This design comes from an exercise in tuning for small area on the open sky130 flow, not from production work. In this exercise RTL edits were held to simulation tests only and were not proved equivalent to the original. Power and IR drop assume default switching activity.

## flow/run.sh

```bash
#!/bin/bash
# The standard layout (the standard.sh, standard synthesis included),
# with two changes to how it is built:
#  - the port buffers are the smallest buffer cell, not the one buffer_ports
#    picks by default;
#  - the clock tree uses small leaf buffers (clkbuf_4) in clusters of at most
#    10 flip-flops, clkbuf_8 above them, and no dummy loads.
# All of make's output goes to standard_make.log; ORFS keeps each step's own
# log under orfs/logs/.
set -uo pipefail
bash standard.sh \
  "BUFFER_PORTS_ARGS=-buffer_cell sky130_fd_sc_hd__buf_1" \
  "CTS_ARGS=-sink_clustering_enable -repair_clock_nets -dont_use_dummy_load -root_buf sky130_fd_sc_hd__clkbuf_8 -buf_list sky130_fd_sc_hd__clkbuf_4 -sink_clustering_size 10 -sink_clustering_max_diameter 50" \
  finish > standard_make.log 2>&1
rc=$?
tail -n 40 standard_make.log
exit $rc
```

## standard.sh

```bash
#!/bin/bash
# synth_recipe.tcl (not shown) runs the flow's synth.tcl, then flattens the netlist and writes it again
# the make line also repeats each setting of config.mk as NAME=value (left out here)
make -C /OpenROAD-flow-scripts/flow DESIGN_CONFIG=/design/flow/config.mk WORK_HOME=/design/flow/orfs CLKGATE_MAP_FILE= SYNTH_SCRIPT=/design/flow/synth_recipe.tcl "${@:-finish}"
```

## config.mk

```make
export PLATFORM = sky130hd
export DESIGN_NAME = tap_core
export DESIGN_NICKNAME = tap_core
export VERILOG_FILES = /design/flow/design.v
export SDC_FILE = /design/flow/constraint.sdc
export NUM_CORES = 4
export LEC_CHECK = 0
export CAP_MARGIN = 20
export CORE_MARGIN = 2
export CORE_UTILIZATION = 60
export SLEW_MARGIN = 20
export SYNTH_HIERARCHICAL = 1
export SYNTH_MINIMUM_KEEP_SIZE = 0
```

## constraint.sdc

```tcl
create_clock -name core_clock -period 10.0 [get_ports {clk}]
set_input_delay 2.0000 -clock core_clock [delete_from_list [all_inputs] [get_ports {clk}]]
set_output_delay 2.0000 -clock core_clock [all_outputs]
set_load 0.01 [all_outputs]
```

## design.v

```verilog
module tap_fsm (
    input  wire [3:0] state,
    input  wire       c,
    output reg  [3:0] next
);
    localparam RTI = 4'd0,  SEL_DR = 4'd4,  CAP_DR = 4'd1,  SH_DR = 4'd3,
               EX1_DR = 4'd2,  PAU_DR = 4'd6,  EX2_DR = 4'd5,  UPD_DR = 4'd7,
               TLR = 4'd8,  SEL_IR = 4'd12,  CAP_IR = 4'd9, SH_IR = 4'd11,
               EX1_IR = 4'd10, PAU_IR = 4'd14, EX2_IR = 4'd13, UPD_IR = 4'd15;
    always @(*) begin
        case (state)
            TLR:    next = c ? TLR    : RTI;
            RTI:    next = c ? SEL_DR : RTI;
            SEL_DR: next = c ? SEL_IR : CAP_DR;
            CAP_DR: next = c ? EX1_DR : SH_DR;
            SH_DR:  next = c ? EX1_DR : SH_DR;
            EX1_DR: next = c ? UPD_DR : PAU_DR;
            PAU_DR: next = c ? EX2_DR : PAU_DR;
            EX2_DR: next = c ? UPD_DR : SH_DR;
            UPD_DR: next = c ? SEL_DR : RTI;
            SEL_IR: next = c ? TLR    : CAP_IR;
            CAP_IR: next = c ? EX1_IR : SH_IR;
            SH_IR:  next = c ? EX1_IR : SH_IR;
            EX1_IR: next = c ? UPD_IR : PAU_IR;
            PAU_IR: next = c ? EX2_IR : PAU_IR;
            EX2_IR: next = c ? UPD_IR : SH_IR;
            UPD_IR: next = c ? SEL_DR : RTI;
            default: next = 4'bxxxx;    
        endcase
    end
endmodule
module ir_decode (
    input  wire [7:0] value,
    input  wire       hi_nz,
    output wire [3:0] code
);
    wire [5:0] uh;    
    wire [6:0] ul;    
    ir_nib_hi u_hi (.n(value[7:4]), .d(uh));
    ir_nib_lo u_lo (.n(value[3:0]), .d(ul));
    ir_code   u_cd (.uh(uh), .ul(ul), .hi_nz(hi_nz), .code(code));
endmodule
module ir_nib_hi (
    input  wire [3:0] n,
    output wire [5:0] d
);
    assign d = {n == 4'hF, n == 4'h8, n == 4'h6, n == 4'h4, n == 4'h2, n == 4'h1};
endmodule
module ir_nib_lo (
    input  wire [3:0] n,
    output wire [6:0] d
);
    assign d = {n == 4'hF, n == 4'h6, n == 4'h5, n == 4'h4, n == 4'h3, n == 4'h2, n == 4'h1};
endmodule
module ir_code (
    input  wire [5:0] uh,
    input  wire [6:0] ul,
    input  wire       hi_nz,
    output wire [3:0] code
);
    wire u1 = uh[0], u2 = uh[1], u4 = uh[2], u6 = uh[3], u8 = uh[4], uF = uh[5];
    wire l1 = ul[0], l2 = ul[1], l3 = ul[2], l4 = ul[3], l5 = ul[4], l6 = ul[5], lF = ul[6];
    wire m0 = u8 & l3, m1 = u8 & l4, m2 = u8 & l5, m3 = u4 & l1, m4 = u4 & l3,
         m5 = uF & lF, m6 = u1 & l3, m7 = u1 & l4, m8 = u1 & l5, m9 = u4 & l4,
         m10 = u4 & l6, m11 = u2 & l2, m12 = u2 & l4, m13 = u6 & l1;
    wire any = !hi_nz & (m0|m1|m2|m3|m4|m5|m6|m7|m8|m9|m10|m11|m12|m13);
    assign code[3] = !any | m8|m9|m10|m11|m12|m13;
    assign code[2] = !any | m4|m5|m6|m7|m12|m13;
    assign code[1] = !any | m2|m3|m6|m7|m10|m11;
    assign code[0] = any & (m1|m3|m5|m7|m9|m11|m13);
endmodule
module shift_field (
    input  wire move,
    input  wire prev,
    input  wire keep,
    input  wire bit_q,
    input  wire lo_n,
    input  wire hi_n,
    output wire next
);
    assign next = (move & prev) | (keep & bit_q) | !(lo_n | hi_n);
endmodule
module pos_dec (
    input  wire [6:0]  len,
    input  wire        tt_set,
    input  wire        th_set,
    output wire [7:0]  tt_lo_n,
    output wire [7:0]  th_lo_n,
    output wire [15:0] hi_n
);
    wire [3:0] a, b, c;
    wire [1:0] tt_s, th_s;
    predec2 u_a (.x(len[4:3]), .y(a));
    predec2 u_b (.x(len[6:5]), .y(b));
    predec2 u_c (.x(len[1:0]), .y(c));
    split2  u_tt (.en(tt_set), .x(len[2]), .y(tt_s));
    split2  u_th (.en(th_set), .x(len[2]), .y(th_s));
    nand_4x4 u_hi (.a(a), .b(b), .y_n(hi_n));
    nand_4x2 u_tl (.a(c), .b(tt_s), .y_n(tt_lo_n));
    nand_4x2 u_hl (.a(c), .b(th_s), .y_n(th_lo_n));
endmodule
module predec2 (
    input  wire [1:0] x,
    output wire [3:0] y
);
    wire x0_n, x1_n;
    g_inv  u_i0 (.a(x[0]), .y(x0_n));
    g_inv  u_i1 (.a(x[1]), .y(x1_n));
    g_nor2 u_y0 (.a(x[0]), .b(x[1]), .y(y[0]));
    g_nor2 u_y1 (.a(x0_n), .b(x[1]), .y(y[1]));
    g_nor2 u_y2 (.a(x[0]), .b(x1_n), .y(y[2]));
    g_and2 u_y3 (.a(x[0]), .b(x[1]), .y(y[3]));
endmodule
module split2 (
    input  wire       en,
    input  wire       x,
    output wire [1:0] y
);
    wire en_n;
    g_inv  u_i  (.a(en), .y(en_n));
    g_and2 u_y1 (.a(en), .b(x), .y(y[1]));
    g_nor2 u_y0 (.a(en_n), .b(x), .y(y[0]));
endmodule
module nand_4x4 (
    input  wire [3:0]  a,
    input  wire [3:0]  b,
    output wire [15:0] y_n
);
    assign y_n = ~({{4{b[3]}}, {4{b[2]}}, {4{b[1]}}, {4{b[0]}}} & {4{a}});
endmodule
module nand_4x2 (
    input  wire [3:0] a,
    input  wire [1:0] b,
    output wire [7:0] y_n
);
    assign y_n = ~({{4{b[1]}}, {4{b[0]}}} & {2{a}});
endmodule
module tap_core (
    input  wire         clk,
    input  wire         rst,
    input  wire         frame,
    input  wire         c,
    input  wire         t,
    input  wire         h,
    output wire         ev_valid,
    output wire         ev_kind,
    output wire [127:0] ev_to_target,
    output wire [127:0] ev_to_host,
    output wire [3:0]   ev_instr,
    output wire [1:0]   fault
);
    localparam W = 128;
    reg  [3:0] tap;
    reg        halted;
    wire [3:0] tap_next;
    wire [15:0] hi_n;
    reg  [7:0] len;
    reg        ir_hi;
    reg  [W-1:0] tt, th;
    wire [3:0] tap_n;
    wire [7:0] len_n;
    wire       halted_n, ir_hi_n;
    wire       tt_move, tt_keep, th_move, th_keep, tt_set, th_set;
    tap_fsm u_fsm (
        .state (tap),
        .c     (c),
        .next  (tap_next)
    );
    tap_ctrl u_ctrl (
        .tap      (tap),
        .tap_next (tap_next),
        .halted   (halted),
        .len      (len),
        .ir_hi    (ir_hi),
        .hi_pos   (hi_n[0]),    
        .rst      (rst),
        .frame    (frame),
        .t        (t),
        .h        (h),
        .tap_n    (tap_n),
        .halted_n (halted_n),
        .len_n    (len_n),
        .ir_hi_n  (ir_hi_n),
        .tt_move  (tt_move),
        .tt_keep  (tt_keep),
        .th_move  (th_move),
        .th_keep  (th_keep),
        .tt_set   (tt_set),
        .th_set   (th_set),
        .ev_valid (ev_valid)
    );
    always @(posedge clk) begin
        tap    <= tap_n;
        halted <= halted_n;
        len    <= len_n;
        ir_hi  <= ir_hi_n;
    end
    wire [7:0]  tt_lo_n, th_lo_n;
    pos_dec u_pos (
        .len     (len[6:0]),
        .tt_set  (tt_set),
        .th_set  (th_set),
        .tt_lo_n (tt_lo_n),
        .th_lo_n (th_lo_n),
        .hi_n    (hi_n)
    );
    wire [W:0]   tt_in = {tt, t};
    wire [W:0]   th_in = {th, h};
    wire [W-1:0] tt_n, th_n;
    genvar i;
    generate
        for (i = 0; i < W; i = i + 1) begin : g_bit
            shift_field u_tt (.move(tt_move), .prev(tt_in[i]), .keep(tt_keep), .bit_q(tt[i]),
                              .lo_n(tt_lo_n[i % 8]), .hi_n(hi_n[i / 8]), .next(tt_n[i]));
            shift_field u_th (.move(th_move), .prev(th_in[i]), .keep(th_keep), .bit_q(th[i]),
                              .lo_n(th_lo_n[i % 8]), .hi_n(hi_n[i / 8]), .next(th_n[i]));
        end
    endgenerate
    always @(posedge clk) begin
        tt <= tt_n;
        th <= th_n;
    end
    ir_decode u_dec (
        .value (tt[7:0]),
        .hi_nz (ir_hi),
        .code  (ev_instr)
    );
    assign ev_kind      = tap[3];
    assign ev_to_target = tt;
    assign ev_to_host   = th;
    assign fault        = {halted, 1'b0};
endmodule
module tap_ctrl (
    input  wire [3:0] tap,
    input  wire [3:0] tap_next,
    input  wire       halted,
    input  wire [7:0] len,
    input  wire       ir_hi,
    input  wire       hi_pos,
    input  wire       rst,
    input  wire       frame,
    input  wire       t,
    input  wire       h,
    output wire [3:0] tap_n,
    output wire       halted_n,
    output wire [7:0] len_n,
    output wire       ir_hi_n,
    output wire       tt_move,
    output wire       tt_keep,
    output wire       th_move,
    output wire       th_keep,
    output wire       tt_set,
    output wire       th_set,
    output wire       ev_valid
);
    wire frame_n, step, step_n, tap0_n, col, cap, at_sh_n, len7_n, sh, sh_n, ovf, commit;
    wire sh_dr, sh_ir, ihx;
    g_inv   g_fn   (.a(frame), .y(frame_n));
    g_nor2  g_step (.a(frame_n), .b(halted), .y(step));             
    g_inv   g_t0n  (.a(tap[0]), .y(tap0_n));
    g_nor2  g_col  (.a(tap[2]), .b(tap0_n), .y(col));               
    g_andn3 g_cap  (.a_n(tap[1]), .b(step), .c(col), .y(cap));      
    g_nand3 g_atsh (.a(step), .b(col), .c(tap[1]), .y(at_sh_n));    
    g_inv   g_l7n  (.a(len[7]), .y(len7_n));
    g_nor2  g_sh   (.a(at_sh_n), .b(len[7]), .y(sh));
    g_nor2  g_ovf  (.a(at_sh_n), .b(len7_n), .y(ovf));
    g_inv   g_stn  (.a(step), .y(step_n));
    g_nor2  g_cmt  (.a(step_n), .b(ovf), .y(commit));               
    g_inv   g_shn  (.a(sh), .y(sh_n));
    g_nor2  g_shd  (.a(sh_n), .b(tap[3]), .y(sh_dr));
    g_and2  g_shi  (.a(sh), .b(tap[3]), .y(sh_ir));
    g_nor2  g_ttk  (.a(cap), .b(sh_dr), .y(tt_keep));
    g_nor2  g_thk  (.a(cap), .b(sh_ir), .y(th_keep));
    g_and2  g_tts  (.a(sh_ir), .b(t), .y(tt_set));
    g_and2  g_ths  (.a(sh_dr), .b(h), .y(th_set));
    g_and4  g_ev   (.a(step), .b(tap[2]), .c(tap[1]), .d(tap[0]), .y(ev_valid));
    assign tt_move = sh_dr;
    assign th_move = sh_ir;
    wire hl_n;
    g_nor2 g_hl0 (.a(halted), .b(ovf), .y(hl_n));
    g_nor2 g_hl1 (.a(rst), .b(hl_n), .y(halted_n));
    g_a21oi g_ih0 (.a1(tt_set), .a2(hi_pos), .b1(ir_hi), .y(ihx));
    g_nor2  g_ih1 (.a(cap), .b(ihx), .y(ir_hi_n));
    genvar i;
    generate
        for (i = 0; i < 4; i = i + 1) begin : g_tap
            wire m_n;
            g_mux2i g_m (.s(commit), .a0(tap[i]), .a1(tap_next[i]), .y(m_n));
            g_nor2  g_r (.a(rst), .b(m_n), .y(tap_n[i]));
        end
    endgenerate
    wire [7:0] cy;
    assign cy[0] = sh;
    generate
        for (i = 0; i < 7; i = i + 1) begin : g_len
            wire x;
            g_xnor2 g_x (.a(len[i]), .b(cy[i]), .y(x));
            g_nor2  g_c (.a(cap), .b(x), .y(len_n[i]));
            g_and2  g_y (.a(len[i]), .b(cy[i]), .y(cy[i+1]));
        end
    endgenerate
    wire l7_n;
    g_nor2 g_l7a (.a(len[7]), .b(cy[7]), .y(l7_n));
    g_nor2 g_l7b (.a(cap), .b(l7_n), .y(len_n[7]));
endmodule
module g_nor2 (input wire a, input wire b, output wire y);
    assign y = !(a | b);
endmodule
module g_and2 (input wire a, input wire b, output wire y);
    assign y = a & b;
endmodule
module g_inv (input wire a, output wire y);
    assign y = !a;
endmodule
module g_nand3 (input wire a, input wire b, input wire c, output wire y);
    assign y = !(a & b & c);
endmodule
module g_and3 (input wire a, input wire b, input wire c, output wire y);
    assign y = a & b & c;
endmodule
module g_andn3 (input wire a_n, input wire b, input wire c, output wire y);
    assign y = !a_n & b & c;
endmodule
module g_and4 (input wire a, input wire b, input wire c, input wire d, output wire y);
    assign y = a & b & c & d;
endmodule
module g_xnor2 (input wire a, input wire b, output wire y);
    assign y = !(a ^ b);
endmodule
module g_a21oi (input wire a1, input wire a2, input wire b1, output wire y);
    assign y = !((a1 & a2) | b1);
endmodule
module g_mux2i (input wire s, input wire a0, input wire a1, output wire y);
    assign y = !(s ? a1 : a0);
endmodule
```

==> metrics.yaml <==
io_buffers: 268
yosys_register_bits: 270
min_period_ns: 5.06
finalClockSkew_ns: 0.0321
dieHeight_um: 132
min_to: "tt[127]"
max_slew.worst_pin.slew_ns: 1.06
post-place-ws_ns: 4.94
grt_pass1_wl_um: 45400
cts_setup_buffers: 0
reg2reg_to: "th[85]"
track_usage: 0.318
ys_types: 36
routabilityCongestion: 0.846
hp-class: "reg2reg"
fin_crit_sh: 0.506
path_clk_slew_ns: 0.10
tritoncts: "done"
syn-num-nets: 950
seq_area_frac_synth: 0.549
reg2regPathDepth: 11
nFillCells: 1326
ant_nets: 0
ir_drop_mv: 0.0847
area_delta_synth_final_pct: 15.8
rows: 46
nNetsFinal: 1252
vias: 9319
rsz0062_at_grt: "false"
required_ns: 8.00
synth_top_area_share: 0.549
cts_max_path_buffers: 3
clkSinkCount: 270
post_cts_resized: 0
critPathKind: "reg2out"
max_clock_freq_ghz: 0.198
ff2ff_setup_slack_ns: 6.49
drt-initial-drc-count: 1019
cellLeakagePower_uw: 0.00400
fp.dieW_um: 132
stdcell_count: 1460
postLayoutSetupSlackWorst_ns: 4.94
final-hold-violation-count: 0
htreeDepth: 1
grt_antenna_before_repair: 0
worst-path-max-fanout: 10
num_antenna_cells: 0
hpwlAfterDp_um: 18500
die-area_sq_um: 17400
synthFlopType: "dfxtp_1"
grt_overflow: 0
hold_buffers: 0
synth_cells: 944
drtPass1Iterations: 5
worstSkewPairLatency_ns: 0.55
relSlewSlack: 0.291
synth.avg_cell_area_sq_um: 10.4
r2r-start: "tap[0]"
wl_um: 29500
drive_above_1_share: 0.0386
grt_pass1_vias: 8093
yosys.area.top_type: "dfxtp_1"
status: "timing/DRC/antenna clean"
final_max_slew_viol_count: 0
initial_core_util: 0.617
whs_path_depth: 1
grt_max_degree: 102
setup_viol: 0
hold_start: "tt[127]"
numCtsBuffers: 31
crit_path_start: "tt[2]"
crit_path_end_kind: "output port"
core_sq_um: 15900
synth_area_sq_um: 9840
power_uw: 1580
synth_edf_count: 0
synth_area_leaders: "dfxtp_1 55%, a221o_1 26%, nor2_1 11%"
setup_tns_ns: 0
route.detailed.drc: 0
fin_util: 0.715
synth_warnings: 8
ys_top_cells_by_count: "291 x nor2_1, 270 x dfxtp_1, 256 x a221o_1"
arrival_ns: 3.06
synthMostInstantiatedCell: "nor2_1"
maxCapViolations: 0
dp_cells: 1429
io_pins: 270
power.density_nw_per_um2: 139
viasPerCell: 6.38
start_kind: "register"
ys_async_sr_fraction: 0
wl_per_cell_um: 20.2
cts_root_buf: "clkbuf_8"
## cell usage in the layout (no fill, tap or decap)
master    netlist  routed
a2111o_1        1       1
a21o_1          1       1
a21oi_1         2       2
a21oi_2         1       1
a221o_1       256     256
a221oi_1        1       1
a222oi_1        1       1
a22o_1          1       1
a22oi_1         2       2
a311oi_1        1       1
a31oi_1         1       1
a41oi_1         1       1
and2_1         15      14
and2_4          0       1
and3b_1         2       2
and4_1          1       1
and4_2          2       2
and4bb_1        2       2
and4bb_2        3       3
buf_1           0     268
buf_4           2       4
clkbuf_4        0      28
clkbuf_8        0       3
conb_1          1       1
dfxtp_1       270     270
inv_1          13      13
inv_2           2       2
mux2i_1         5       5
nand2_1        37      37
nand3_1         2       2
nor2_1        291     288
nor2_4          0       3
nor2b_1         1       1
nor4_1          1       1
nor4b_1         7       7
o21ai_0         7       7
o21ai_1         1       1
or3_2           1       1
or4b_1          1       1
xnor2_1         7       7
## metrics by stage
step                hold WS [ns]  cell area, sq um
global placement           0.466             11100
CTS                        0.494             11400
global route               0.517             11400
floorplan                  0.463              9850
detailed placement         0.472             11100
finish                     0.497             11400
## flip-flops by register name (all words and copies together), names as in the netlist
| name | count |
|---|---|
| len | 8 |
| th | 128 |
| halted | 1 |
| tt | 128 |
| tap | 4 |
| ir_hi | 1 |
## Yosys stat by module, one instance, submodules excluded, excerpt
| module | times used | flops+latches | cells inside | area [sq um] |
|---|---|---|---|---|
| tap_core | 1 | 270 | 273 | 5420 |
| g_andn3 | 1 | 0 | 1 | 8.76 |
| g_mux2i | 4 | 0 | 1 | 10.0 |
| g_and4 | 1 | 0 | 1 | 8.76 |
| nand_4x4 | 1 | 0 | 16 | 60.1 |
| g_a21oi | 1 | 0 | 1 | 8.76 |
| g_inv | 13 | 0 | 1 | 3.75 |
| tap_fsm | 1 | 0 | 17 | 108 |
| g_xnor2 | 7 | 0 | 1 | 8.76 |
| g_nand3 | 1 | 0 | 1 | 5.00 |
| ir_nib_hi | 1 | 0 | 6 | 57.6 |
| ir_code | 1 | 0 | 19 | 131 |
| g_and2 | 15 | 0 | 1 | 6.26 |
| nand_4x2 | 2 | 0 | 8 | 30.0 |
## cell families after synthesis
family	count (synthesis)	share of synthesized area
mux	5	0.00508
compound gates	277	0.275
buf+inv	18	0.00839
xor+xnor	7	0.00623
flops	270	0.549
simple gates	366	0.156
other cells	1	0.000381
## worst max-delay path, stage by stage, from the launching register on
cell and delay [ns]:
dfxtp_1 0.49, nor4b_1 0.79, a22oi_1 0.24, nand2_1 0.12
and4bb_1 0.24, or4b_1 0.47, buf_1 0.15
## worst max-delay path by stage
stage,end,cells after the start
after floorplan,tt[0],8
after global placement,tt[55],10
after detailed placement,th[16],13
after CTS,ev_instr[2],6
after global routing,ev_instr[2],6
final,ev_instr[2],6
## power breakdown
group | total, uW | switching [uW] | internal (uW) | leakage (uW)
logic | 14.1 | 10.4 | 3.70 | 0.00168
clock network | 489 | 332 | 157 | 0.000150
registers | 1080 | 2.19 | 1080 | 0.00217
## per-layer routing
layer | wire [um] | track usage
met5 | 0 | 0
met3 | 2580 | 0.0554
met2 | 13800 | 0.500
met1 | 12500 | 0.446
met4 | 687 | 0.107
## final cells by class
class | count | area (sq um) | share of cell area
inverters | 15 | 56.3 | 0.00494
flip-flops and latches | 270 | 5410 | 0.474
clock buffers | 31 | 251 | 0.0221
repair buffers | 272 | 1040 | 0.0909
well taps | 216 | 270 | 0.0237
multi-input cells | 656 | 4380 | 0.384

re-timing with driven ports:
The flow's constraints put no driver on any port. The routed layout listed below was extracted and timed again, unchanged, in two steps.
Step 1, drivers: a clkbuf_16 drives clk and a buf_2 each remaining input, both assumed.
Step 2 moves the port delays by t, midway between the first and last clock arrival at a register: inputs arrive t later, outputs are due t later. That takes back most of the time a late clock gives input paths.
a / b / c = ideal ports / drivers / drivers and shift; a / b = the first two.
t, ns: 0.573
slack for setup (ns): 4.943 / 4.901 / 4.909
hold WS [ns]: 0.497 / 0.497 / 0.497
latest minus earliest clock arrival (ns): 0.032 / 0.032
After both steps this run still meets setup and hold. The setup slack of this run moves by -0.042 ns with the drivers and by -0.034 ns with both steps.
